From an optimization exercise on the open Yosys and OpenROAD flow, aimed at small area, a short achievable clock period and few clock cycles; shortcuts taken in it are not production practice. For this run, only the layout was checked, not whether the RTL still works. Power and IR drop assume default switching activity.

[flow/run.sh]
#!/bin/bash
# The standard flow (the standard.sh: ORFS synthesis through finish), with
# repair_timing asked to keep 7 ns of setup slack against the 10 ns clock, so
# that it sizes and buffers the design for a shorter achieved period. The
# clock, I/O delays and all other constraints are the design's own.
bash standard.sh SETUP_SLACK_MARGIN=7 finish > standard.log 2>&1
[standard.sh]
#!/bin/bash
# synth_recipe.tcl (not shown) runs the flow's synth.tcl, then flattens the netlist and writes it again
# the make line also repeats each setting of config.mk as NAME=value (left out here)
make -C /OpenROAD-flow-scripts/flow DESIGN_CONFIG=/design/flow/config.mk WORK_HOME=/design/flow/orfs CLKGATE_MAP_FILE= SYNTH_SCRIPT=/design/flow/synth_recipe.tcl "${@:-finish}"
[config.mk]
export PLATFORM = sky130hd
export DESIGN_NAME = hufdec
export DESIGN_NICKNAME = hufdec
export VERILOG_FILES = /design/flow/design.v
export SDC_FILE = /design/flow/constraint.sdc
export NUM_CORES = 4
export LEC_CHECK = 0
export ABC_AREA = 1
export CAP_MARGIN = 20
export CORE_MARGIN = 2
export CORE_UTILIZATION = 40
export SLEW_MARGIN = 20
[constraint.sdc]
create_clock -name core_clock -period 10.0 [get_ports {clk}]
set_input_delay 2.0000 -clock core_clock [delete_from_list [all_inputs] [get_ports {clk}]]
set_output_delay 2.0000 -clock core_clock [all_outputs]
set_load 0.01 [all_outputs]
[design.v]
module hufdec_len (
    input  wire [11:0] t,
    output wire        c2, c3, c4, c6, c8, c11, c12
);
  wire ones4 = t[11] & t[10] & t[9] & t[8];
  wire lo30  = ~t[7] & ~t[6] & ~(t[5] & t[4] & t[3] & t[2]);
  assign c2  = ~t[11] & ~t[10];
  assign c3  = ~t[11] &  t[10];
  assign c4  =  t[11] & ~t[10];
  assign c6  =  t[11] &  t[10] & ~t[9];
  assign c8  =  t[11] &  t[10] &  t[9] & ~t[8];
  assign c11 = ones4 &  lo30;
  assign c12 = ones4 & ~lo30;
endmodule
module hufdec_val (
    input  wire [11:0] t,
    input  wire        c3, c4, c6, c8, c11, c12,
    output wire [7:0]  val,
    output wire        eos
);
  wire [7:0] a = ({8{c4}}  & {7'd0, t[8]})   | ({8{c6}}  & {6'd0, t[7:6]}) |
                 ({8{c8}}  & {5'd0, t[6:4]}) | ({8{c11}} & {1'b0, t[7:1]}) |
                 ({8{c12}} & t[7:0]);
  wire       hi11 = t[7] | t[6] | t[5] | (t[4] & t[3] & t[2] & t[1]);    
  wire [7:0] b = ({8{c3}}  & (t[9] ? 8'hFF : 8'h01)) | ({8{c4}}  & (t[9] ? 8'hFD : 8'h02)) |
                 ({8{c6}}  & (t[8] ? 8'hF9 : 8'h04)) | ({8{c8}}  & (t[7] ? 8'hF1 : 8'h08)) |
                 ({8{c11}} & (hi11 ? 8'hD3 : 8'h10)) | ({8{c12}} & 8'hE3);
  wire [7:0] v = a + b;
  assign val = v;
  assign eos = c12 & (&t[7:0]);
endmodule
module hufdec (
    input  wire        clk,
    input  wire        rst,           
    input  wire        cmd_valid,
    output wire        cmd_ready,
    input  wire [1:0]  cmd_op,        
    input  wire [23:0] cmd_arg,
    output reg         out_valid,
    input  wire        out_ready,
    output reg         out_end,       
    output wire [7:0]  out_data,
    output wire [1:0]  out_reason     
);
  localparam W = 24;                  
  localparam CW = 5;
  localparam [1:0] OP_START = 2'd0, OP_BYTE = 2'd1, OP_END = 2'd2;
  reg          rdy;                   
  reg          s_v;                   
  reg  [1:0]   s_op;
  reg  [23:0]  s_arg;
  reg          run;                   
  reg  [W-1:0] bbuf;                  
  reg  [CW-1:0] cnt;
  reg  [23:0]  rem;
  reg          dec_p;
  reg          eq1, eq2;              
  reg          mk_v;                  
  reg          mk_e;                  
  reg  [7:0]   o_data;                
  assign cmd_ready  = rdy;
  assign out_data   = o_data;
  assign out_reason = o_data[1:0];
  wire out_free = ~out_valid | out_ready;
  wire [11:0] t = bbuf[W-1:W-12];
  wire c2, c3, c4, c6, c8, c11, c12;
  hufdec_len u_len (.t(t), .c2(c2), .c3(c3), .c4(c4), .c6(c6), .c8(c8), .c11(c11), .c12(c12));
  wire [7:0] sym;
  wire       eos;
  hufdec_val u_val (.t(t), .c3(c3), .c4(c4), .c6(c6), .c8(c8), .c11(c11), .c12(c12),
                    .val(sym), .eos(eos));
  wire full = (c2 & (cnt >= 2)) | (c3 & (cnt >= 3)) | (c4 & (cnt >= 4)) |
              (c6 & (cnt >= 6)) | (c8 & (cnt >= 8)) | (c11 & (cnt >= 11)) |
              (c12 & (cnt >= 12));
  wire en   = run & ~mk_v & out_free;
  wire g2   = en & c2  & (cnt >= 2);
  wire g3   = en & c3  & (cnt >= 3);
  wire g4   = en & c4  & (cnt >= 4);
  wire g6   = en & c6  & (cnt >= 6);
  wire g8   = en & c8  & (cnt >= 8);
  wire g11  = en & c11 & (cnt >= 11);
  wire g12  = en & c12 & (cnt >= 12);
  wire go   = g2 | g3 | g4 | g6 | g8 | g11 | g12;
  wire drained = ~run | ~full;
  wire s_start = s_v & (s_op == OP_START);
  wire s_byte  = s_v & (s_op == OP_BYTE);
  wire s_end   = s_v & (s_op == OP_END);
  wire n_zero  = (s_arg == 24'd0);
  wire room    = (cnt <= W - 8);      
  wire do_byte = s_byte & room;
  wire do_start = s_start & drained & ~(n_zero & mk_v);
  wire do_end   = s_end & drained & ~(run & mk_v);
  wire s_done   = s_byte ? room : s_start ? do_start : s_end ? do_end : 1'b1;
  wire rem1     = dec_p ? eq2 : eq1;
  wire sym_byte = go & ~eos;
  wire lim_hit  = sym_byte & rem1;
  wire stop     = (go & eos) | lim_hit | (do_end & run);
  wire [W-1:0] ins = do_byte ? ({s_arg[7:0], {(W-8){1'b0}}} >> cnt) : {W{1'b0}};
  wire [W-1:0] bm  = bbuf | ins;
  wire keep = ~go & ~do_start;
  wire [W-1:0] bbuf_n = ({W{keep}} & bm)        | ({W{g2}}  & (bm << 2))  |
                        ({W{g3}}  & (bm << 3))  | ({W{g4}}  & (bm << 4))  |
                        ({W{g6}}  & (bm << 6))  | ({W{g8}}  & (bm << 8))  |
                        ({W{g11}} & (bm << 11)) | ({W{g12}} & (bm << 12));
  wire [CW-1:0] ci = do_byte ? cnt + 5'd8 : cnt;
  wire [CW-1:0] cnt_d = ({CW{keep}} & ci)          | ({CW{g2}}  & (ci - 5'd2)) |
                        ({CW{g3}}  & (ci - 5'd3))  | ({CW{g4}}  & (ci - 5'd4)) |
                        ({CW{g6}}  & (ci - 5'd6))  | ({CW{g8}}  & (ci - 5'd8)) |
                        ({CW{g11}} & (ci - 5'd11)) | ({CW{g12}} & (ci - 5'd12));
  wire run_n = do_start ? ~n_zero : (run & ~stop);
  wire [CW-1:0] cnt_n = run_n ? cnt_d : {CW{1'b0}};
  wire mk_set = lim_hit | (do_start & n_zero) | (do_end & run);
  wire mk_out = mk_v & out_free;      
  wire push   = go | mk_out;
  wire p_end  = ~sym_byte;
  wire [7:0] p_data = sym_byte ? sym : {6'd0, mk_out ? {mk_e, 1'b1} : 2'd2};
  wire fire = cmd_valid & rdy;
  wire s_v_n = fire | (s_v & ~s_done);
  wire [1:0] s_op_n = fire ? cmd_op : s_op;
  wire nz_n = fire ? (cmd_arg == 24'd0) : n_zero;
  wire mk_v_n = mk_set | (mk_v & ~mk_out);
  wire rdy_n = ~s_v_n | (s_op_n == 2'd3) |
               ((s_op_n == OP_BYTE) & (cnt_n <= W - 8)) |
               ((s_op_n == OP_END) & ~run_n) |
               ((s_op_n == OP_START) & ~run_n & ~(nz_n & mk_v_n));
  always @(posedge clk) begin
    if (rst) begin
      rdy       <= 1'b1;
      s_v       <= 1'b0;
      run       <= 1'b0;
      cnt       <= {CW{1'b0}};
      mk_v      <= 1'b0;
      out_valid <= 1'b0;
    end else begin
      rdy  <= rdy_n;
      s_v  <= s_v_n;
      run  <= run_n;
      cnt  <= cnt_n;
      mk_v <= mk_v_n;
      if (out_free)
        out_valid <= push;
    end
    s_op <= s_op_n;
    if (rdy) s_arg <= cmd_arg;
    bbuf <= bbuf_n;
    if (mk_set)
      mk_e <= do_end;
    dec_p <= sym_byte;
    if (do_start) begin
      rem <= s_arg;
      eq1 <= (s_arg == 24'd1);
      eq2 <= (s_arg == 24'd2);
    end else if (dec_p) begin
      rem <= rem - 24'd1;
      eq1 <= (rem == 24'd2);
      eq2 <= (rem == 24'd3);
    end
    if (push) begin
      out_end <= p_end;
      o_data  <= p_data;
    end
  end
endmodule
==> results.py <==
metrics = {
    "status": {
        "status": "finished clean",
    },
    "cts": {
        "cts_root_buffer": "clkbuf_16",
        "clkSlewWorstSetupHoldPaths_ps": 80,
        "cts-hold-fix-buffers": 0,
        "cts.sinks": 97,
        "clk_path_buf_depth": 2,
        "insertion_delay_ps": 360,
        "htreeDepth": 3,
        "cts_tree": "yes",
        "cts_made_buffers": 9,
    },
    "logic_synthesis": {
        "synth_common_cells": "205 x nand2_1, 119 x inv_1, 116 x nor2_1",
        "synth_async_sr_flop_share_pct": 0,
        "synth-main-ff-cell": "edfxtp_1",
        "synth_area_leaders": "edfxtp_1 26%, nand2_1 11%, dfxtp_1 11%",
        "synth_top_cell_area_share_pct": 26.1,
        "post-synth-top-count-cell": "nand2_1",
        "synth_edf_count": 60,
        "syn_avg_cell_area_um2": 7.16,
        "netlist_area_um2": 6910,
        "netlist-cell-type-count": 52,
        "ys_seq_elements": 97,
        "synth_largest_area_cell": "edfxtp_1",
        "yosysSeqAreaShare_pct": 36.8,
        "yosys_warnings": 1,
        "syn_inst": 965,
        "syn_nets": 1022,
    },
    "detailed_routing": {
        "wire_per_inst_um": 17.8,
        "drc": 0,
        "dr.pass1.iters": 6,
        "drt-total-wl_mm": 22.6,
        "vias_per_cell": 5.54,
        "drtIter0Drc": 807,
        "ant_nets": 0,
        "vias": 7020,
    },
    "global_routing": {
        "grt_pass1_wl_mm": 35.2,
        "grt-ovfl-total": 0,
        "grt_pass1_vias": 6423,
        "grt_max_degree": 49,
        "grt_use_total_pct": 24.7,
        "antenna_found_initial": 0,
    },
    "sta": {
        "setup_tns_ps": 0,
        "rsz0062_at_grt": "yes",
        "slew_headroom_pct": 44.0,
        "hold_viol": 0,
        "setup_viol": 0,
        "period_needed_ps": 3380,
        "skew_ps": 16.6,
        "timing.final.crit_share_pct": 33.8,
        "worstMarginPinSlew_ps": 831,
        "slew_violations": 0,
        "max_freq_ghz": 0.296,
    },
    "setup_path": {
        "r2r_slack_ps": 6940,
        "criticalPathCategory": "input port to flip-flop",
        "crit_fanout": 7,
        "required_ps": 10290,
        "end_kind": "flip-flop",
        "worstPathArrival_ps": 3670,
        "startpoint_type": "input port",
    },
    "job": {
        "drv_cap": 0,
    },
    "die": {
        "die_area_um2": 18300,
        "die_x_um": 135,
        "start_util_pct": 40.4,
        "core.rowCount": 48,
        "num_io_pins": 43,
        "die_h_um": 135,
        "core_um2": 17100,
    },
    "min_path": {
        "hold_path_class": "flip-flop to flip-flop",
    },
    "power_and_ir_drop": {
        "power.leakage_uw": 0.00366,
        "vdd.ir_drop.worst_mv": 0.0828,
        "powerDensity_nw_per_um2": 133,
    },
    "layout": {
        "drive_gt1_share_pct": 19.5,
        "fin_area_um2": 8700,
        "fin_nets": 1094,
        "num_antenna_cells": 0,
        "final_util_pct": 50.8,
        "areaGrowthSynthToFinish_pct": 25.8,
        "nFillCells": 1667,
    },
    "place": {
        "gp_congestion": 0.934,
        "portBuffers": 42,
        "dpl.hpwl_mm": 15.6,
        "placed_area_um2": 7460,
    },
}
==> registers in the layout (all words and copies together), names as in the netlist, 2 cells and up <==
name,cells
cnt,5
s_arg,24
bbuf,24
o_data,8
s_op,2
rem,24
==> cells by family (layout without fill, tap and decap cells) <==
| logic type | Yosys count | count (layout) | synth area share, % |
|---|---|---|---|
| compound gates | 216 | 216 | 17.9 |
| flops | 97 | 97 | 36.8 |
| simple gates | 446 | 448 | 28.4 |
| buf+inv | 162 | 237 | 9.72 |
| fa+ha+maj | 27 | 27 | 5.00 |
| xor+xnor | 17 | 17 | 2.15 |
==> metrics by stage <==
| step | instances | total power (uW) | setup WS, ps | hold WS [ps] |
|---|---|---|---|---|
| 5_1_grt | 1267 | 1210 | 6560 | 604 |
| 4_1_cts | 1253 | 1140 | 6710 | 548 |
| 3_3_place_gp | 1200 | 760 | 5360 | 540 |
| 3_5_place_dp | 1200 | 758 | 5310 | 538 |
| 6_report | 1267 | 1150 | 6620 | 564 |
| 2_1_floorplan | 965 | 674 | 6640 | 482 |
==> final cells by class <==
class                   count  area [um2]  area share (%)
clock buffers               9         225            2.59
clock inverters             7        76.3           0.877
inverters                 128         536            6.16
multi-input cells         708        4160            47.8
flip-flops and latches     97        2560            29.4
well taps                 225         282            3.24
repair buffers             91         855            9.82
repair inverters            2        10.0           0.115
==> power by group <==
group	switching [uW]	total (uW)	leakage [uW]	internal [uW]
clock	173	351	0.000147	177
combinational	204	306	0.00263	103
sequential	36.0	496	0.000882	460
==> path summary, 6_finish.rpt <==
kind	startpoint	end	depth (start not counted)
max	out_ready	rdy$_SDFF_PP1_	17
min	s_arg[17]$_DFFE_PP_	rem[17]$_DFFE_PP_	2
max reg2reg	bbuf[20]$_DFF_P_	o_data[6]$_SDFFCE_PN0P_	17
min reg2reg	s_arg[17]$_DFFE_PP_	rem[17]$_DFFE_PP_	2
==> per-layer routing <==
layer | track usage, % | vias up | routed length, um
met5 | 0 | - | 0
met4 | 5.96 | 0 | 429
met3 | 4.79 | 50 | 1900
met2 | 39.5 | 341 | 10400
met1 | 34.5 | 3212 | 9850
li1 | - | 3417 | -
==> worst max-delay path, stage by stage <==
cell,delay [ps]
buf_6,100
nor2_4,170
nor2_4,60
buf_12,150
nand3_4,120
buf_4,140
nand2_4,60
buf_4,140
nand2_1,60
nand2_1,50
o21ai_1,220
nand3_2,120
nand2_1,70
nor2_1,40
nand2_1,80
nand2_1,50
nand2_1,60
==> timing repair <==
action,CTS,global route
buffers inserted,32,13
setup endpoints to repair,119,111
gates resized for setup,140,43
pin swaps,30,26
gates cloned,5,1
==> cells in the final DEF (no fill, tap or decap), types with 5 or more instances in the layout <==
cell type	netlist	layout
nand2_4	2	10
edfxtp_1	60	60
o211ai_1	7	7
buf_4	5	35
nor2_4	4	8
clkbuf_2	0	7
nor3_1	18	14
ha_1	26	26
nand4_1	19	19
o21ai_1	8	11
clkinvlp_4	0	7
inv_1	119	110
nor4_1	7	6
buf_6	4	7
clkdlybuf4s50_1	0	25
xor2_1	8	8
nor2_2	2	7
nand2_1	205	185
nand3_2	2	8
a21oi_2	1	7
o22ai_1	27	26
a21oi_1	51	44
o21ai_0	86	78
dfxtp_2	0	8
nor3_2	1	5
o21ai_2	1	6
xnor2_1	9	9
nand3_1	50	40
dfxtp_1	37	28
nor2_1	116	107
nand3_4	1	5
nand2_2	8	18
inv_2	8	5
clkbuf_16	0	9
inv_6	0	6

static timing again, ports no longer ideal:
Ports are ideal in the flow. The routed layout listed here was re-timed in OpenROAD. Step 1 assumes that a clkbuf_16 drives the clock port and a buf_2 every other input. Step 2 moves the port delays by t, midway between the first and last clock arrival at a register: inputs arrive t later, outputs are due t later. That takes back most of the time a late clock gives input paths. Three values: ideal, step 1, step 2; two values: the first two.
shift t [ns]: 0.401
setup WS [ns]: 6.622 / 6.631 / 6.230
worst setup path after step 2: input to register
clock arrival spread, ns: 0.017 / 0.016
worst data-port slew with drivers (ns): 0.05
After both steps this run still meets setup and hold. The setup slack of this run moves by +0.009 ns with the drivers and by -0.392 ns with both steps.
